This design comes from an exercise in tuning for small area on the open sky130 flow, not from production work. In this exercise RTL edits were held to simulation tests only and were not proved equivalent to the original. Power is estimated from default activity; no workload was simulated.

// tkb_core
module tkb_core (
    input  wire         clk,
    input  wire         rst,
    input  wire [31:0]  now,
    input  wire         rx_valid,
    output wire         rx_ready,
    input  wire [31:0]  rx_id,
    input  wire [3:0]   rx_len,
    input  wire [63:0]  rx_data,
    input  wire         hall_valid,
    output wire         hall_ready,
    input  wire [2:0]   hall_raw,
    input  wire         wd_tick_valid,
    output wire         wd_tick_ready,
    input  wire         st_tick_valid,
    output wire         st_tick_ready,
    output wire         tx_valid,
    input  wire         tx_ready,
    output wire [31:0]  tx_id,
    output wire [3:0]   tx_len,
    output wire [63:0]  tx_data,
    input  wire         tx_ok,
    output wire         pwm_set_valid,
    input  wire         pwm_set_ready,
    output wire [2:0]   pwm_set_ch,
    output wire [15:0]  pwm_set_width,
    input  wire         pwm_set_ok,
    output wire [127:0] pw_out,
    output reg          pwm_en,
    output reg          thr_pwr,
    output reg          main_pwr,
    output wire [1:0]   ks_out,
    output wire [2:0]   hall_level,
  ...
clock: 80.0 ns
lec_check: 0
cap_margin: 0
core_area: 4 4 266 266
die_area: 0 0 270 270
place_density: 0.85
slew_margin: 0
standard.sh (not shown) runs the stock make flow with config.mk's settings and CLKGATE_MAP_FILE= SYNTH_SCRIPT=/design/flow/synth_recipe.tcl, a recipe that flattens the netlist after the stock synthesis.
==> flow/flow/run.sh <==
#!/bin/bash
# The standard ORFS layout (standard.sh), with three changes:
# - synthesis is the standard flow's own script (synth_recipe.tcl, unchanged) with Yosys's
#   abc call given an area-recovering mapping script (flow/abc_area.script)
#   in place of ORFS's delay-oriented one; the registers, their names and
#   cell types are those of the standard synthesis;
# - the port buffers are made from the smallest buffer cell
#   (sky130_fd_sc_hd__buf_1) instead of the resizer's default choice; every
#   input and output port still gets its buffer;
# - clock tree synthesis uses one small clock buffer type, larger sink
#   clusters, and no dummy load cells.
# ORFS's whole output goes to standard.log; ORFS also keeps per-step logs
# under orfs/logs/.
set -o pipefail
HERE=$(pwd)
export BUFFER_PORTS_ARGS="-buffer_cell sky130_fd_sc_hd__buf_1"
export CTS_ARGS="-sink_clustering_enable -repair_clock_nets -sink_clustering_size 10 -sink_clustering_max_diameter 40 -buf_list sky130_fd_sc_hd__clkbuf_4 -dont_use_dummy_load"
{
  cat <<EOT
proc abc {args} {
  set i [lsearch -exact \$args -script]
  if {\$i >= 0} { lset args [expr {\$i + 1}] $HERE/flow/abc_area.script }
  yosys abc {*}\$args
}
EOT
  cat synth_recipe.tcl
} > area_synth.tcl
sed "s#SYNTH_SCRIPT=[^ ]*synth_recipe.tcl#SYNTH_SCRIPT=$HERE/area_synth.tcl#" standard.sh > area_standard.sh
if ! grep -q "SYNTH_SCRIPT=$HERE/area_synth.tcl" area_standard.sh; then
  echo "run.sh: could not point standard.sh at area_synth.tcl" >&2
  exit 1
fi
bash area_standard.sh > standard.log 2>&1
==> flow/flow/abc_area.script <==
strash
dch
amap
strash
dch
amap
topo
Then changed:
--- a/flow/flow/run.sh
+++ b/flow/flow/run.sh
@@ -15,5 +15,5 @@
 HERE=$(pwd)
 export BUFFER_PORTS_ARGS="-buffer_cell sky130_fd_sc_hd__buf_1"
-export CTS_ARGS="-sink_clustering_enable -repair_clock_nets -sink_clustering_size 10 -sink_clustering_max_diameter 40 -buf_list sky130_fd_sc_hd__clkbuf_4 -dont_use_dummy_load"
+export CTS_ARGS="-sink_clustering_enable -repair_clock_nets -sink_clustering_size 10 -sink_clustering_max_diameter 30 -buf_list sky130_fd_sc_hd__clkbuf_4 -dont_use_dummy_load"
 {
   cat <<EOT
CAP_MARGIN = 20   (was 0)
PLACE_DENSITY = 0.95   (was 0.85)
SLEW_MARGIN = 20   (was 0)
Utilization is about the same; design area hardly moves; total power is higher by 1.6%; sequential share of layout area hardly moves; synthesized cell count is unchanged; critical path depth does not change; clock skew is lower by 52 ps; setup slack is about the same; global-route usage is higher by 0.51 points; via count is higher by 1.3%.
Then changed:
--- a/flow/flow/run.sh
+++ b/flow/flow/run.sh
@@ -15,5 +15,5 @@
 HERE=$(pwd)
 export BUFFER_PORTS_ARGS="-buffer_cell sky130_fd_sc_hd__buf_1"
-export CTS_ARGS="-sink_clustering_enable -repair_clock_nets -sink_clustering_size 10 -sink_clustering_max_diameter 30 -buf_list sky130_fd_sc_hd__clkbuf_4 -dont_use_dummy_load"
+export CTS_ARGS="-sink_clustering_enable -repair_clock_nets -sink_clustering_size 12 -sink_clustering_max_diameter 30 -buf_list sky130_fd_sc_hd__clkbuf_4 -dont_use_dummy_load"
 {
   cat <<EOT
PLACE_DENSITY = 0.85   (was 0.95)
Result: Fmax is about the same; wire length went down by 2.0%; critical path depth stays the same; design area rises by 0.77%; count of clock-buffer cells in the layout rises by 12.
Then changed:
--- a/flow/flow/run.sh
+++ b/flow/flow/run.sh
@@ -15,5 +15,5 @@
 HERE=$(pwd)
 export BUFFER_PORTS_ARGS="-buffer_cell sky130_fd_sc_hd__buf_1"
-export CTS_ARGS="-sink_clustering_enable -repair_clock_nets -sink_clustering_size 12 -sink_clustering_max_diameter 30 -buf_list sky130_fd_sc_hd__clkbuf_4 -dont_use_dummy_load"
+export CTS_ARGS="-sink_clustering_enable -repair_clock_nets -sink_clustering_size 6 -sink_clustering_max_diameter 30 -buf_list sky130_fd_sc_hd__clkbuf_2 -dont_use_dummy_load"
 {
   cat <<EOT
Outcome: Design area drops by 0.72%. Worst setup slack barely changes. Total power shrinks by 2.9%. Fmax is about the same. Wire length hardly moves. Count of clock-buffer cells in the layout came out higher by 7. Clock power is lower by 14%. Worst hold slack is better by 5.9 ps.

---

tkb_core, a different RTL version from the one above (not shown whole).
For scale: ~1,500 cells after synthesis, ~760 I/O pins, roughly 16,000 sq um of cells after synthesis.
clock: 80.0 ns
lec_check: 0
cap_margin: 20
core_area: 4 4 266 266
cts_buf_list: sky130_fd_sc_hd__clkbuf_4
cts_cluster_diameter: 50
cts_cluster_size: 8
die_area: 0 0 270 270
place_density: 0.6
slew_margin: 20
run.sh (not shown) runs the stock make flow with config.mk's settings and CLKGATE_MAP_FILE= SYNTH_SCRIPT=/design/flow/synth_recipe.tcl, a recipe that flattens the netlist after the stock synthesis.
Stock flow here: none of the scripts above is used.
The baseline finished clean.
==> next run, changes <==
- CTS_BUF_LIST: sky130_fd_sc_hd__clkbuf_4 -> not set
- CTS_CLUSTER_DIAMETER: 50 -> not set
- CTS_CLUSTER_SIZE: 8 -> not set
Effect:
- cell count fell slightly
- register-to-register slack gets better by 0.02 ns
- sequential power barely changes
- wire length is about the same
- core utilization went up by 0.81 points
- design area climbs by a few percent
- worst hold slack degrades by 0.011 ns
- die area does not change
- combinational power hardly moves
- power rises by roughly a tenth
- setup slack loses 0.20 ns
==> next run, changes <==
- CORE_AREA: 4 4 266 266 -> not set
- CORE_MARGIN: not set -> 2
- CORE_UTILIZATION: not set -> 40
- CTS_BUF_LIST: not set -> sky130_fd_sc_hd__clkbuf_4
- DIE_AREA: 0 0 270 270 -> not set
Result: The new run failed in 3_2_place_iop. Synthesized cell count is unchanged. Area after synthesis does not change.
==> next run, changes <==
- CORE_AREA: not set -> 4 4 266 266
- CORE_MARGIN: 2 -> not set
- CORE_UTILIZATION: 40 -> not set
- DIE_AREA: not set -> 0 0 270 270
What happened:
- The new run completed with no timing, DRC or antenna violations
- synthesized cell count does not change
- area after synthesis does not change

---

## job 8846
Starting RTL as in the previous note.
clock: 80.0 ns
lec_check: 0
cap_margin: 20
core_area: 4 4 266 266
cts_buf_list: sky130_fd_sc_hd__clkbuf_8
cts_cluster_diameter: 60
cts_cluster_size: 14
die_area: 0 0 270 270
place_density: 0.6
slew_margin: 20
standard.sh (not shown) runs the stock make flow with config.mk's settings and CLKGATE_MAP_FILE= SYNTH_SCRIPT=/design/flow/synth_recipe.tcl, a recipe that flattens the netlist after the stock synthesis.
==> flow/flow/run.sh <==
#!/bin/bash
# The standard ORFS layout (standard.sh), with two changes:
# - the port buffers are made from the smallest buffer cell
#   (sky130_fd_sc_hd__buf_1) instead of the resizer's default choice; every
#   input and output port still gets its buffer;
# - clock tree synthesis does not add dummy load cells.
# The whole ORFS output goes to standard.log; ORFS keeps per-step logs under
# orfs/logs/.
set -o pipefail
export BUFFER_PORTS_ARGS="-buffer_cell sky130_fd_sc_hd__buf_1"
export CTS_ARGS="-sink_clustering_enable -repair_clock_nets -sink_clustering_size 14 -sink_clustering_max_diameter 60 -buf_list sky130_fd_sc_hd__clkbuf_8 -dont_use_dummy_load"
bash standard.sh > standard.log 2>&1
Changes in job 2277 relative to job 8846:
==> flow/run.sh (new file) <==
#!/bin/bash
# synth_recipe.tcl (not shown) runs the flow's synth.tcl, then flattens the netlist and writes it again
# the make line also repeats each setting of config.mk as NAME=value (left out here)
make -C /OpenROAD-flow-scripts/flow DESIGN_CONFIG=/design/flow/config.mk WORK_HOME=/design/flow/orfs CLKGATE_MAP_FILE= SYNTH_SCRIPT=/design/flow/synth_recipe.tcl finish
removed: flow/flow/run.sh
removed: flow/standard.sh
--- outcome ---
Between job 2277 and job 8846, hold slack is lower for job 8846, job 2277 comes in above that.
Taking job 8846 as 1.0, job 2277 lands at 1.08 on total half-perimeter wirelength after legalization and detailed placement.
Going from job 8846 to job 2277, maximum ir drop on the vdd rail saw a decrease; global-route track usage on met2 saw an increase; fraction of power consumed by combinational cells saw an increase.
Reported for job 2277 and job 8846, post-route antenna net violation count turned out identical to the last digit.
The classification of the worst setup path comes out primary input to flip-flop in one run and primary input to primary output in the other, namely in job 2277 and job 8846 respectively.
Core utilization, job 2277 and job 8846, higher one = job 2277.
Relative to job 8846, multi-input gate share of the layout cell area has decreased by 7.0 points in job 2277.
Inputs modified between job 2277 and job 192:
# job 2277
export LEC_CHECK = 0
export CAP_MARGIN = 20
export CORE_AREA = 4 4 266 266
export CTS_BUF_LIST = sky130_fd_sc_hd__clkbuf_8
export CTS_CLUSTER_DIAMETER = 60
export CTS_CLUSTER_SIZE = 14
export DIE_AREA = 0 0 270 270
export PLACE_DENSITY = 0.6
export SLEW_MARGIN = 20
create_clock -name core_clock -period 80.0 [get_ports {clk}]
# job 192
export LEC_CHECK = 0
export CAP_MARGIN = 20
export CORE_MARGIN = 2
export CORE_UTILIZATION = 40
export PLACE_DENSITY = 0.6
export SLEW_MARGIN = 20
create_clock -name core_clock -period 80.0 [get_ports {clk}]
Fraction of the mapped netlist area in compound gates: job 2277 vs job 192 identical
Starting density of the core delta for job 192 relative to job 2277: 17 points higher
The flow ended early for job 192: it failed with a tool error in I/O pin placement.
Diff job 2277 -> job 192: adder-cell share of the synthesized area barely changed, area after synthesis shows no meaningful change.
Relative to job 192, the following input files were edited for job 9433:
# job 192
export LEC_CHECK = 0
export CAP_MARGIN = 20
export CORE_MARGIN = 2
export CORE_UTILIZATION = 40
export PLACE_DENSITY = 0.6
export SLEW_MARGIN = 20
create_clock -name core_clock -period 80.0 [get_ports {clk}]
# job 9433
export LEC_CHECK = 0
export CAP_MARGIN = 20
export CORE_AREA = 4 4 266 266
export DIE_AREA = 0 0 270 270
export PLACE_DENSITY = 0.6
export SLEW_MARGIN = 20
create_clock -name core_clock -period 80.0 [get_ports {clk}]
==> flow/flow/run.sh (new file) <==
#!/bin/bash
# The standard ORFS layout (standard.sh), with three changes:
# - synthesis is the standard flow's own script (synth_recipe.tcl, unchanged) with Yosys's
#   abc call given an area-recovering mapping script (flow/abc_area.script)
#   in place of ORFS's delay-oriented one; the registers, their names and
#   cell types are those of the standard synthesis;
# - the port buffers are made from the smallest buffer cell
#   (sky130_fd_sc_hd__buf_1) instead of the resizer's default choice; every
#   input and output port still gets its buffer;
# - clock tree synthesis uses one small clock buffer type, larger sink
#   clusters, and no dummy load cells.
# ORFS's whole output goes to standard.log; ORFS also keeps per-step logs
# under orfs/logs/.
set -o pipefail
HERE=$(pwd)
export BUFFER_PORTS_ARGS="-buffer_cell sky130_fd_sc_hd__buf_1"
export CTS_ARGS="-sink_clustering_enable -repair_clock_nets -sink_clustering_size 14 -sink_clustering_max_diameter 60 -buf_list sky130_fd_sc_hd__clkbuf_8 -dont_use_dummy_load"
{
  cat <<EOT
proc abc {args} {
  set i [lsearch -exact \$args -script]
  if {\$i >= 0} { lset args [expr {\$i + 1}] $HERE/flow/abc_area.script }
  yosys abc {*}\$args
}
EOT
  cat synth_recipe.tcl
} > area_synth.tcl
sed "s#SYNTH_SCRIPT=[^ ]*synth_recipe.tcl#SYNTH_SCRIPT=$HERE/area_synth.tcl#" standard.sh > area_standard.sh
if ! grep -q "SYNTH_SCRIPT=$HERE/area_synth.tcl" area_standard.sh; then
  echo "run.sh: could not point standard.sh at area_synth.tcl" >&2
  exit 1
fi
bash area_standard.sh > standard.log 2>&1
==> flow/flow/abc_area.script (new file) <==
&get -n
&st
&dch
&nf -R 1000
&put
strash
&get -n
&st
&dch
&nf -R 1000
&put
topo
==> flow/standard.sh (new file) <==
#!/bin/bash
# synth_recipe.tcl (not shown) runs the flow's synth.tcl, then flattens the netlist and writes it again
# the make line also repeats each setting of config.mk as NAME=value (left out here)
make -C /OpenROAD-flow-scripts/flow DESIGN_CONFIG=/design/flow/config.mk WORK_HOME=/design/flow/orfs CLKGATE_MAP_FILE= SYNTH_SCRIPT=/design/flow/synth_recipe.tcl "${@:-finish}"
removed: flow/run.sh
Results
- Job 9433 finished all stages; the layout is clean.
- Job 192 → job 9433: multiplexer fraction of the synthesized cell area decreased 3.2 points, number of placement rows increased 30%.
- Higher post-synthesis sequential area ratio among job 9433 and job 192: job 9433

==> what the ideal ports hide <==
No port has a modelled driver above. Below, the same layouts with a new extraction and two added sets of constraints. Step 1: set_driving_cell puts a clkbuf_16 on clk and a buf_2 on each other input, an assumption about the parent block. Step 2 adds t to the input delays and takes it off the output delays; t is the mean of the earliest and latest rising clock arrival at the registers after step 1. Input paths then give back, and output paths get back, about the clock's delay inside the block. Slacks: ideal / step 1 / step 2; pairs: ideal / step 1.
run	shift t [ns]	setup WS [ns]	worst hold slack (ns)	worst setup path after step 2	clock arrival spread, ns
the first run of note 1	0.767	47.994 / 47.847 / 47.847	0.475 / 0.475 / 0.475	input to output	0.180 / 0.180
the second run of note 1	0.783	47.997 / 47.821 / 47.821	0.478 / 0.478 / 0.478	input to output	0.137 / 0.138
the third run of note 1	0.778	47.994 / 47.844 / 47.845	0.477 / 0.477 / 0.477	input to output	0.130 / 0.129
the fourth run of note 1	0.993	47.994 / 47.846 / 47.846	0.483 / 0.483 / 0.483	input to output	0.206 / 0.207
the first run of note 2	0.795	47.929 / 47.912 / 47.142	0.483 / 0.483 / 0.483	input to register	0.078 / 0.079
the second run of note 2	0.595	47.729 / 47.758 / 47.162	0.473 / 0.473 / 0.473	input to register	0.023 / 0.023
the fourth run of note 2	0.815	47.985 / 47.901 / 47.182	0.479 / 0.479 / 0.479	input to register	0.060 / 0.060
job 8846	0.614	48.000 / 47.912 / 47.912	0.468 / 0.468 / 0.468	input to output	0.069 / 0.070
job 2277	0.656	47.779 / 47.801 / 47.145	0.476 / 0.476 / 0.476	input to register	0.042 / 0.042
job 9433	0.639	48.000 / 47.935 / 47.935	0.487 / 0.487 / 0.487	input to output	0.096 / 0.097
After both steps setup and hold are still met in every run listed. For the fourth run of note 2, which loses most, drivers alone change the setup slack by -0.084 ns; drivers and shift together by -0.803 ns.
